Context: an optimization exercise on an open-source flow, tuned for small area, a short achievable clock period and few clock cycles per item. The choices shown serve that exercise and are no tape-out recipe.
The RTL was checked by simulation tests, not by an equivalence proof against the original design.
No activity file was given, so power comes from the tool's default toggle rates.

Setup of v16:
==> flow/design.v <==
module rm_decoder (
    input  wire       clk,
    input  wire       rst,
    input  wire       in_valid,
    input  wire [7:0] in_data,
    input  wire       in_eos,
    output wire       in_ready,
    output wire       out_valid,
    output wire [7:0] out_data,
    output wire       out_eos,
    input  wire       out_ready
);
    reg       h_v, h_eos;        
    reg [7:0] h_d;
    reg       s_v, s_eos;        
    reg [7:0] s_d;
    reg       rdy;               
    wire      pop;
    wire      push = in_valid & rdy;
    assign in_ready = rdy;
    always @(posedge clk) begin
        if (rst) begin
            h_v <= 1'b0;
            s_v <= 1'b0;
            rdy <= 1'b1;
        end else begin
            if (pop | ~h_v) begin
                h_v <= s_v | push;
                s_v <= 1'b0;
                rdy <= 1'b1;
            end else if (push) begin
                s_v <= 1'b1;
                rdy <= 1'b0;
            end
        end
    end
    always @(posedge clk) begin
        if (pop | ~h_v) begin
            h_d   <= s_v ? s_d   : in_data;
            h_eos <= s_v ? s_eos : in_eos;
        end
        if (rdy) begin
            s_d   <= in_data;
            s_eos <= in_eos;
        end
    end
    reg        st_cnt, st_val, st_mask, st_lit, st_skip;    
    reg [1:0]  mcnt;         
    reg [7:0]  ecount;       
    reg [7:0]  val;          
    reg [4:0]  lc;           
    reg [31:0] filled;       
    reg [7:0]  buf_q [0:31];
    reg        rd;           
    reg [4:0]  idx;          
    reg        eos_pend;     
    reg        o_v, o_eos;
    reg [7:0]  o_d;
    wire       o_adv = ~o_v | out_ready;
    wire [31:0] below;       
    genvar g;
    assign below[0] = 1'b1;
    generate
        for (g = 1; g < 32; g = g + 1) begin : g_pre
            assign below[g] = &filled[g-1:0];
        end
    endgenerate
    wire [31:0] nxt_lit = ~filled & below;
    wire        all_filled = &filled;
    wire mask_ok = ~rd | (idx[4:3] > mcnt);
    reg  lit_ok_r;
    wire lit_ok  = ~rd | lit_ok_r;
    wire c_eos  = h_v & h_eos & ~eos_pend;
    wire h_dat  = h_v & ~h_eos;
    wire c_cnt  = h_dat & st_cnt;
    wire c_val  = h_dat & st_val;
    wire c_mask = h_dat & st_mask & mask_ok;
    wire c_lit  = h_dat & st_lit & lit_ok & ~all_filled;
    wire c_skip = h_dat & st_skip;
    assign pop  = c_eos | c_cnt | c_val | c_mask | c_lit | c_skip;
    wire one_left   = &(filled | nxt_lit);
    wire chunk_done = st_lit & ~eos_pend & (all_filled | (c_lit & one_left));
    wire [7:0] wd = st_lit ? h_d : val;
    reg [31:0] we;
    integer i;
    always @(*) begin
        for (i = 0; i < 32; i = i + 1)
            we[i] = (c_mask & (mcnt == i[4:3]) & h_d[7 - i[2:0]]) | (c_lit & nxt_lit[i]);
    end
    always @(posedge clk) begin
        for (i = 0; i < 32; i = i + 1)
            if (we[i]) buf_q[i] <= wd;
    end
    always @(posedge clk) begin
        if (c_val) val <= h_d;
        if (c_cnt) begin
            filled <= 32'd0;
            ecount <= h_d;
            mcnt   <= 2'd0;
            lc     <= 5'd0;
        end else begin
            if (c_mask | c_lit) filled <= filled | we;
            if (c_mask) mcnt <= mcnt + 2'd1;
            if (c_mask & (mcnt == 2'd3)) ecount <= ecount - 8'd1;
            if (c_lit) lc <= lc + 5'd1;
        end
        lit_ok_r <= c_cnt ? (idx > 5'd1) : ({1'b0, lc} + 6'd1 < {1'b0, idx});
    end
    wire cnt_ff = (h_d == 8'hFF);
    wire cnt_00 = (h_d == 8'h00);
    wire last_e = (ecount == 8'd1);
    always @(posedge clk) begin
        if (rst) begin
            st_cnt <= 1'b1; st_val <= 1'b0; st_mask <= 1'b0; st_lit <= 1'b0; st_skip <= 1'b0;
        end else if (c_eos | chunk_done) begin
            st_cnt <= 1'b1; st_val <= 1'b0; st_mask <= 1'b0; st_lit <= 1'b0; st_skip <= 1'b0;
        end else begin
            if (c_cnt) begin
                st_cnt  <= 1'b0;
                st_skip <= cnt_ff;
                st_lit  <= cnt_00;
                st_val  <= ~cnt_ff & ~cnt_00;
            end
            if (c_val) begin
                st_val  <= 1'b0;
                st_mask <= 1'b1;
            end
            if (c_mask & (mcnt == 2'd3)) begin
                st_mask <= 1'b0;
                st_lit  <= last_e;
                st_val  <= ~last_e;
            end
        end
    end
    always @(posedge clk) begin
        if (rst) begin
            rd  <= 1'b0;
            idx <= 5'd0;
            o_v <= 1'b0;
            o_eos <= 1'b0;
            eos_pend <= 1'b0;
        end else begin
            if (chunk_done) rd <= 1'b1;
            if (c_eos) eos_pend <= 1'b1;
            if (o_adv) begin
                if (rd) begin
                    o_v   <= 1'b1;
                    o_eos <= 1'b0;
                    idx   <= idx + 5'd1;
                    if (idx == 5'd31) rd <= 1'b0;
                end else if (eos_pend) begin
                    o_v   <= 1'b1;
                    o_eos <= 1'b1;
                    eos_pend <= 1'b0;
                end else begin
                    o_v   <= 1'b0;
                end
            end
        end
    end
    always @(posedge clk) begin
        if (o_adv & rd) o_d <= buf_q[idx];
    end
    assign out_valid = o_v;
    assign out_data  = o_d;
    assign out_eos   = o_eos;
endmodule
clock: 7.0 ns
lec_check: 0
cap_margin: 20
core_margin: 2
core_utilization: 60
cts_buf_list: sky130_fd_sc_hd__clkbuf_4 sky130_fd_sc_hd__clkbuf_8
setup_slack_margin: 4.6
slew_margin: 20
run.sh (not shown) runs the stock make flow with config.mk's settings and CLKGATE_MAP_FILE= SYNTH_SCRIPT=/design/flow/synth_recipe.tcl, a recipe that flattens the netlist after the stock synthesis.
Testbench counts of v16, summed over its fixed seeds: cycles 36,148, bytes 27,072.
> inputs changed (v16 -> v37)
--- a/flow/design.v
+++ b/flow/design.v
@@ -50,12 +50,14 @@
     reg [7:0]  val;          
     reg [4:0]  lc;           
     reg [31:0] filled;       
     reg [7:0]  buf_q [0:31];
     reg        rd;           
     reg [4:0]  idx;          
+    reg [3:0]  sel_lo;       
+    reg [7:0]  sel_hi;       
     reg        eos_pend;     
     reg        o_v, o_eos;
     reg [7:0]  o_d;
     wire       o_adv = ~o_v | out_ready;
     wire [31:0] below;       
     genvar g;
@@ -133,35 +135,48 @@
         end
     end
     always @(posedge clk) begin
         if (rst) begin
             rd  <= 1'b0;
             idx <= 5'd0;
+            sel_lo <= 4'b0001;
+            sel_hi <= 8'b00000001;
             o_v <= 1'b0;
             o_eos <= 1'b0;
             eos_pend <= 1'b0;
         end else begin
             if (chunk_done) rd <= 1'b1;
             if (c_eos) eos_pend <= 1'b1;
             if (o_adv) begin
                 if (rd) begin
                     o_v   <= 1'b1;
                     o_eos <= 1'b0;
                     idx   <= idx + 5'd1;
+                    sel_lo <= {sel_lo[2:0], sel_lo[3]};
+                    if (sel_lo[3]) sel_hi <= {sel_hi[6:0], sel_hi[7]};
                     if (idx == 5'd31) rd <= 1'b0;
                 end else if (eos_pend) begin
                     o_v   <= 1'b1;
                     o_eos <= 1'b1;
                     eos_pend <= 1'b0;
                 end else begin
                     o_v   <= 1'b0;
                 end
             end
         end
     end
+    reg [7:0] rdata;
+    always @(*) begin
+        rdata = 8'd0;
+        for (i = 0; i < 32; i = i + 1)
+            rdata = rdata | ({8{sel_hi[i >> 2] & sel_lo[i & 3]}} & buf_q[i]);
+    end
     always @(posedge clk) begin
-        if (o_adv & rd) o_d <= buf_q[idx];
+        if (rst)
+            o_d <= 8'd0;
+        else if (o_adv & rd)
+            o_d <= rdata;
     end
     assign out_valid = o_v;
     assign out_data  = o_d;
     assign out_eos   = o_eos;
 endmodule
Results
Compared with v16, in v37 sequential cell count up 3.4%; share of post-route cells with drive strength above 1 down 8.5 points; total chip power up 1.7%; number of cells on the critical path down 7. In the tables for v16 and v37, number of unique standard cell types used by synthesis reads lower with v37. As of v37, total setup buffers inserted after CTS had fallen by more than half compared to v16. Synthesis-to-layout area growth ends up higher on v16. Across both runs, overall global routing resource usage was lower for v37 than for v16. Net count of the finished layout was lower in the run labelled v16. In the metrics for v16 and v37, the one carrying the higher sequential cell area is v37. Compared with v16, v37 shows a higher CTS sink count. Higher final instance count without filler cells among v16 and v37: v37.
Testbench counts of v37, summed over its fixed seeds: cycles 36,148, bytes 27,072.

## separate check: timing with driven ports
How much do the figures lean on ideal ports? The routed layouts below were timed once more, with nothing changed but the port constraints. Step 1 sets driving cells, clkbuf_16 on the clock port and buf_2 on the other inputs (assumed; they add their load-dependent delay and slew). Step 2 times the ports against the registers' clock, not the clock port: input delays grow and output delays shrink by t, the midpoint of the rising clock arrivals with the driver on. Three values: no drivers, after step 1, after step 2; two values: the first two.
run | t (ns) | setup WS [ns] | worst hold slack (ns) | latest minus earliest clock arrival (ns) | worst register clock-pin slew, ns
v16 | 0.638 | 4.205 / 4.205 / 4.100 | 0.525 / 0.525 / 0.525 | 0.038 / 0.038 | 0.07 / 0.07
v37 | 0.621 | 4.543 / 4.499 / 4.033 | 0.481 / 0.481 / 0.481 | 0.027 / 0.027 | 0.07 / 0.07
After both steps setup and hold are still met in every run listed. The setup slack of v37, which loses most, moves by -0.044 ns with the drivers and by -0.510 ns with both steps.
